This design comes from an exercise in tuning for small area, a short achievable clock period and few clock cycles on the open sky130 flow, not from production work. Only simulation tests tie the RTL to the original design; equivalence was not proved. No activity file was given, so power comes from the tool's default toggle rates.

==> flow/design.v <==
module sctp_enc (
    input  wire        clk,
    input  wire        rst,
    input  wire        cmd_valid,
    output wire        cmd_ready,
    input  wire [3:0]  cmd_op,
    input  wire [63:0] cmd_arg,
    input  wire [3:0]  cmd_cnt,
    input  wire        cmd_last,
    output wire        out_valid,
    input  wire        out_ready,
    output wire [63:0] out_data,
    output wire [3:0]  out_cnt,
    output wire        out_last,
    output wire        out_fault
);
    reg [143:0] A;           
    reg [4:0]   k;           
    reg         last_pend;   
    reg         fault_pend;  
    reg         faulted;     
    reg         ev;          
    reg  [87:0] eS;          
    reg         e_leb;       
    reg  [3:0]  enb;         
    reg         elast;       
    reg         efault;      
    reg         ov;          
    reg         ol;          
    reg         rfree;       
    reg         rtake;       
    reg         rx;          
    reg  [2:0]  off;         
    assign out_valid = ov;
    assign out_last  = ol;
    assign out_cnt   = {!ol | k[3], k[2:0] & {3{ol}}};
    assign out_data  = A[63:0];
    assign out_fault = fault_pend;
    wire take = ov && out_ready;
    wire merge = ev && (rfree || (rtake && out_ready));
    assign cmd_ready = rx || (rtake && out_ready);
    wire accept = cmd_valid && cmd_ready;
    wire [3:0]  op = cmd_op;
    wire [63:0] a  = cmd_arg;
    wire big      = (a[63:4] != 60'd0) || (a[3:0] == 4'hF);    
    wire is_data  = (op == 4'd14);
    wire is_sleb  = (op == 4'd9);
    wire leb_op   = (op == 4'd8) || is_sleb || (op == 4'd13);
    wire is_fix   = !op[3] || (op[3:1] == 3'b101);
    wire bad_short = (op == 4'd12) && (a[7:4] != 4'd0);
    reg [8:0] cu, cs;
    integer m;
    always @(*) begin
        for (m = 0; m < 9; m = m + 1) begin
            cu[m] = |(a >> (7*m + 7));
            cs[m] = a[63] ? !(&(a >> (7*m + 6) | ~({64{1'b1}} >> (7*m + 6))))
                          : |(a >> (7*m + 6));
        end
    end
    wire [8:0] c = is_sleb ? cs : cu;
    reg [3:0] hi;
    always @(*) begin
        if (op == 4'd12 || (op == 4'd13 && !big)) hi = a[3:0];
        else if (op == 4'd13)                     hi = 4'hF;
        else                                      hi = 4'h0;
    end
    reg [87:0] S;
    integer i;
    always @(*) begin
        S[7:0] = is_data ? a[7:0] : {hi, op};
        for (i = 1; i < 9; i = i + 1) begin
            if (leb_op)                S[8*i +: 8] = {c[i-1], a[7*(i-1) +: 7]};
            else if (is_data && i < 8) S[8*i +: 8] = a[8*i +: 8];
            else                       S[8*i +: 8] = a[8*(i-1) +: 8];
        end
        S[79:72] = {c[8], a[62:56]};
        S[87:80] = {1'b0, {6{is_sleb & a[63]}}, a[63]};
    end
    wire leb = !faulted && ((op == 4'd8) || is_sleb || (op == 4'd13 && big));
    reg [3:0] nb;
    always @(*) begin
        if (faulted || bad_short)  nb = 4'd0;
        else if (is_data)          nb = cmd_cnt[3] ? 4'd8 : cmd_cnt;
        else if (is_fix) begin
            case ({op[3], op[2:0]})
                4'b0000, 4'b0001: nb = 4'd2;
                4'b0010, 4'b0011: nb = 4'd3;
                4'b0100, 4'b0101,
                4'b1010:          nb = 4'd5;
                default:          nb = 4'd9;
            endcase
        end else                   nb = 4'd1;
    end
    wire [8:0] ec = {eS[79], eS[71], eS[63], eS[55], eS[47], eS[39], eS[31], eS[23], eS[15]};
    wire [3:0] ecnt = {ec[7], ec[3] & !ec[7], (ec[1] & !ec[3]) | (ec[5] & !ec[7]),
                       (ec[0] & !ec[1]) | (ec[2] & !ec[3]) | (ec[4] & !ec[5]) | (ec[6] & !ec[7]) | ec[8]};
    wire [3:0] en = e_leb ? ecnt + 4'd2 : enb;
    wire [95:0]  sh1 = off[0] ? {eS, eS[7:0]}   : {eS[87:80], eS};
    wire [111:0] sh2 = off[1] ? {sh1, sh1[15:0]} : {sh1[95:80], sh1};
    wire [143:0] sh  = off[2] ? {sh2, sh2[31:0]} : {sh2[111:80], sh2};
    reg [4:0] nk;
    reg       nlp, nev;
    always @(*) begin
        nk  = k;
        nlp = last_pend;
        nev = cmd_ready ? cmd_valid : ev;
        if (merge) begin
            nk  = {2'b00, off} + {1'b0, en};
            nlp = elast;
        end else if (take) begin
            if (ol) begin
                nk  = 5'd0;
                nlp = 1'b0;
            end else begin
                nk  = k - 5'd8;
            end
        end
    end
    wire nle8 = !nk[4] && (!nk[3] || nk[2:0] == 3'd0);
    integer j;
    always @(posedge clk) begin
        for (j = 0; j < 18; j = j + 1) begin
            if (merge && j >= off)
                A[8*j +: 8] <= sh[8*j +: 8];
            else if (take && j < 10)
                A[8*j +: 8] <= A[8*j + 64 +: 8];
        end
        if (merge && elast)
            fault_pend <= efault;
        if (cmd_ready) begin
            eS     <= S;
            e_leb  <= leb;
            enb    <= nb;
            elast  <= cmd_last;
            efault <= faulted || bad_short;
        end
        if (rst) begin
            k         <= 5'd0;
            last_pend <= 1'b0;
            faulted   <= 1'b0;
            ev        <= 1'b0;
            ov        <= 1'b0;
            ol        <= 1'b0;
            rfree     <= 1'b1;
            rtake     <= 1'b0;
            rx        <= 1'b1;
            off       <= 3'd0;
        end else begin
            if (accept)
                faulted <= !cmd_last && (faulted || bad_short);
            ev        <= nev;
            k         <= nk;
            last_pend <= nlp;
            ov        <= nk[4] || nk[3] || nlp;
            ol        <= nlp && nle8;
            rfree     <= !nlp && !nk[4] && !nk[3];
            rtake     <= (!nlp && !nk[4] && nk[3]) || (nlp && nle8);
            rx        <= !nev || (!nlp && !nk[4] && !nk[3]);
            off       <= nlp ? 3'd0 : nk[2:0];
        end
    end
endmodule
Settings: LEC_CHECK=0, CAP_MARGIN=20, CORE_MARGIN=2, CORE_UTILIZATION=40, CTS_BUF_LIST=sky130_fd_sc_hd__clkbuf_4 sky130_fd_sc_hd__clkbuf_8, SETUP_SLACK_MARGIN=2.0, SLEW_MARGIN=20; clock period 4.5 ns.
standard.sh (not shown) runs the stock make flow with config.mk's settings and CLKGATE_MAP_FILE= SYNTH_SCRIPT=/design/flow/synth_recipe.tcl, a recipe that flattens the netlist after the stock synthesis.
==> flow/flow/run.sh <==
#!/bin/bash
# Standard ORFS flow, with the ports buffered by buf_2 cells.
export BUFFER_PORTS_ARGS="-buffer_cell sky130_fd_sc_hd__buf_2"
bash standard.sh > standard.log 2>&1
Testbench counts at the start, summed over its fixed seeds: cycles 15,241.
==> next run, changes <==
==> flow/flow/run.sh (replaced) <==
#!/bin/bash
# Standard ORFS flow, with the ports buffered by buf_1 cells.
export BUFFER_PORTS_ARGS="-buffer_cell sky130_fd_sc_hd__buf_1"
bash standard.sh > standard.log 2>&1
--- a/flow/config.mk
+++ b/flow/config.mk
@@ -9,5 +9,4 @@
 export CORE_MARGIN = 2
 export CORE_UTILIZATION = 40
-export CTS_BUF_LIST = sky130_fd_sc_hd__clkbuf_4 sky130_fd_sc_hd__clkbuf_8
-export SETUP_SLACK_MARGIN = 2.0
+export SETUP_SLACK_MARGIN = 2.8
 export SLEW_MARGIN = 20
After rerunning:
- global-route usage increases by 2.5 points
- maximum frequency rises by 3.2%
- via count increases by about 14%
- critical path depth came out lower by 1
- worst setup slack improves by 0.082 ns
- die area does not change
- power rises by about 25%
- cell count is higher by 6.2%
- core utilization rises by 13 points
- clock skew increases by 0.0043 ns
==> next run, changes <==
==> flow/flow/run.sh (replaced) <==
#!/bin/bash
# Standard ORFS flow, with the ports buffered by buf_2 cells.
export BUFFER_PORTS_ARGS="-buffer_cell sky130_fd_sc_hd__buf_2"
bash standard.sh > standard.log 2>&1
--- a/flow/config.mk
+++ b/flow/config.mk
@@ -9,4 +9,4 @@
 export CORE_MARGIN = 2
 export CORE_UTILIZATION = 40
-export SETUP_SLACK_MARGIN = 2.8
+export SETUP_SLACK_MARGIN = 2.4
 export SLEW_MARGIN = 20
=>
- The changed run finished with timing, DRC and antenna clean
- combinational power shrinks by 35%
- clock skew stays flat
- wire length shrinks by 17%
- count of clock-buffer cells in the layout grows by 2
- clock power shrinks by about 5%
==> next run, changes <==
==> flow/flow/run.sh (replaced) <==
#!/bin/bash
# Standard ORFS flow, with the ports buffered by buf_1 cells.
export BUFFER_PORTS_ARGS="-buffer_cell sky130_fd_sc_hd__buf_1"
bash standard.sh > standard.log 2>&1
--- a/flow/config.mk
+++ b/flow/config.mk
@@ -9,4 +9,4 @@
 export CORE_MARGIN = 2
 export CORE_UTILIZATION = 40
-export SETUP_SLACK_MARGIN = 2.4
+export SETUP_SLACK_MARGIN = 2.0
 export SLEW_MARGIN = 20
Routed wire length goes down by a few percent. Sequential share of layout area goes up by 2.7 points. Worst setup slack improves by 0.0053 ns. Total power goes down slightly. Combinational power goes down by roughly a tenth. Area after synthesis is unchanged.
==> next run, changes <==
==> flow/flow/run.sh (replaced) <==
#!/bin/bash
# Standard ORFS flow, with the ports buffered by buf_1 cells and the clock
# tree built without dummy loads.
export BUFFER_PORTS_ARGS="-buffer_cell sky130_fd_sc_hd__buf_1"
export CTS_ARGS="-sink_clustering_enable -repair_clock_nets -dont_use_dummy_load"
bash standard.sh > standard.log 2>&1
What happened: Clock skew barely changes; utilization is lower by 0.69 points; final cell count drops by 1.1%; worst hold slack is about the same; total power falls by 4.8%; combinational power hardly moves; die area does not change; cell area fell by 1.5%.

---

RTL: the design.v shown in full above, as it stands there.
==> flow/config.mk <==
export PLATFORM = sky130hd
export DESIGN_NAME = sctp_enc
export DESIGN_NICKNAME = sctp_enc
export VERILOG_FILES = /design/flow/design.v
export SDC_FILE = /design/flow/constraint.sdc
export NUM_CORES = 4
export LEC_CHECK = 0
export CAP_MARGIN = 20
export CORE_MARGIN = 2
export CORE_UTILIZATION = 40
export SETUP_SLACK_MARGIN = 2.0
export SLEW_MARGIN = 20
==> flow/constraint.sdc <==
create_clock -name core_clock -period 4.5 [get_ports {clk}]
set_input_delay 0.9000 -clock core_clock [delete_from_list [all_inputs] [get_ports {clk}]]
set_output_delay 0.9000 -clock core_clock [all_outputs]
set_load 0.01 [all_outputs]
==> flow/flow/run.sh <==
#!/bin/bash
# Standard ORFS flow, with the ports buffered by buf_2 cells.
export BUFFER_PORTS_ARGS="-buffer_cell sky130_fd_sc_hd__buf_2"
bash standard.sh > standard.log 2>&1
Testbench counts at the start, summed over its fixed seeds: cycles 15,241.
Rerun with:
==> flow/flow/run.sh (replaced) <==
#!/bin/bash
# Standard ORFS flow, with the ports buffered by buf_1 cells and the clock
# tree built without dummy loads.
export BUFFER_PORTS_ARGS="-buffer_cell sky130_fd_sc_hd__buf_1"
export CTS_ARGS="-sink_clustering_enable -repair_clock_nets -dont_use_dummy_load -sink_clustering_size 28 -sink_clustering_max_diameter 70"
bash standard.sh > standard.log 2>&1
Total power fell by about 9%.
Non-clock buffer count falls by 2.
Sequential power stays flat.
Global-route usage shrinks by 0.25 points.
Rerun with:
==> flow/flow/run.sh (replaced) <==
#!/bin/bash
# Standard ORFS flow, with the ports buffered by buf_1 cells.
export BUFFER_PORTS_ARGS="-buffer_cell sky130_fd_sc_hd__buf_1"
bash standard.sh > standard.log 2>&1
Settings changed: SETUP_SLACK_MARGIN 2.0 to 1.6.
Effect: The changed run passed the timing, DRC and antenna checks. Cell count went up by 0.96%. Via count went up by 1.8%. Setup slack got worse by 0.26 ns. Wire length barely changes. Power went up by 8.2%. Non-clock buffer count went down by 12. Sequential cell count stays the same. Die area stays the same. Combinational power went down by about 4%.
Rerun with:
==> flow/flow/run.sh (replaced) <==
#!/bin/bash
# Standard ORFS flow, with the ports buffered by buf_1 cells and the clock
# tree built without dummy loads.
export BUFFER_PORTS_ARGS="-buffer_cell sky130_fd_sc_hd__buf_1"
export CTS_ARGS="-sink_clustering_enable -repair_clock_nets -dont_use_dummy_load -sink_clustering_size 28 -sink_clustering_max_diameter 70"
bash standard.sh > standard.log 2>&1
Settings changed: SETUP_SLACK_MARGIN 1.6 to 1.8.
What happened:
- sequential cell count does not change
- utilization goes down by 1.0 points
- total power goes down by a little under a tenth
- final cell count goes down slightly
- global-route usage goes up by 0.14 points
- die area is unchanged

-- afterwards: timing with drivers on the ports --
No port has a modelled driver above. Below, the same layouts with a new extraction and two added sets of constraints.
Step 1, drivers: a clkbuf_16 drives clk and a buf_2 each remaining input, both assumed.
Step 2 times the ports against the registers' clock, not the clock port: input delays grow and output delays shrink by t, the midpoint of the rising clock arrivals with the driver on.
Three values: ideal, step 1, step 2; two values: the first two.
run | shift t [ns] | setup slack, ns | hold slack, ns
the first run of note 1 | 0.589 | 1.844 / 1.844 / 1.545 | 0.435 / 0.435 / 0.435
the second run of note 1 | 0.605 | 1.925 / 1.925 / 1.423 | 0.433 / 0.433 / 0.433
the third run of note 1 | 0.569 | 1.947 / 1.947 / 1.706 | 0.418 / 0.418 / 0.418
the fourth run of note 1 | 0.577 | 1.952 / 1.952 / 1.536 | 0.421 / 0.421 / 0.421
the fifth run of note 1 | 0.564 | 1.975 / 1.975 / 1.511 | 0.422 / 0.422 / 0.422
the first run of note 2 | 0.585 | 1.809 / 1.809 / 1.530 | 0.436 / 0.436 / 0.436
the second run of note 2 | 0.539 | 1.979 / 1.979 / 1.515 | 0.429 / 0.429 / 0.429
the third run of note 2 | 0.577 | 1.718 / 1.718 / 1.200 | 0.440 / 0.440 / 0.440
the fourth run of note 2 | 0.539 | 1.895 / 1.895 / 1.400 | 0.432 / 0.432 / 0.432
After both steps setup and hold are still met in every run listed. The setup slack of the third run of note 2, which loses most, moves by 0.000 ns with the drivers and by -0.518 ns with both steps.
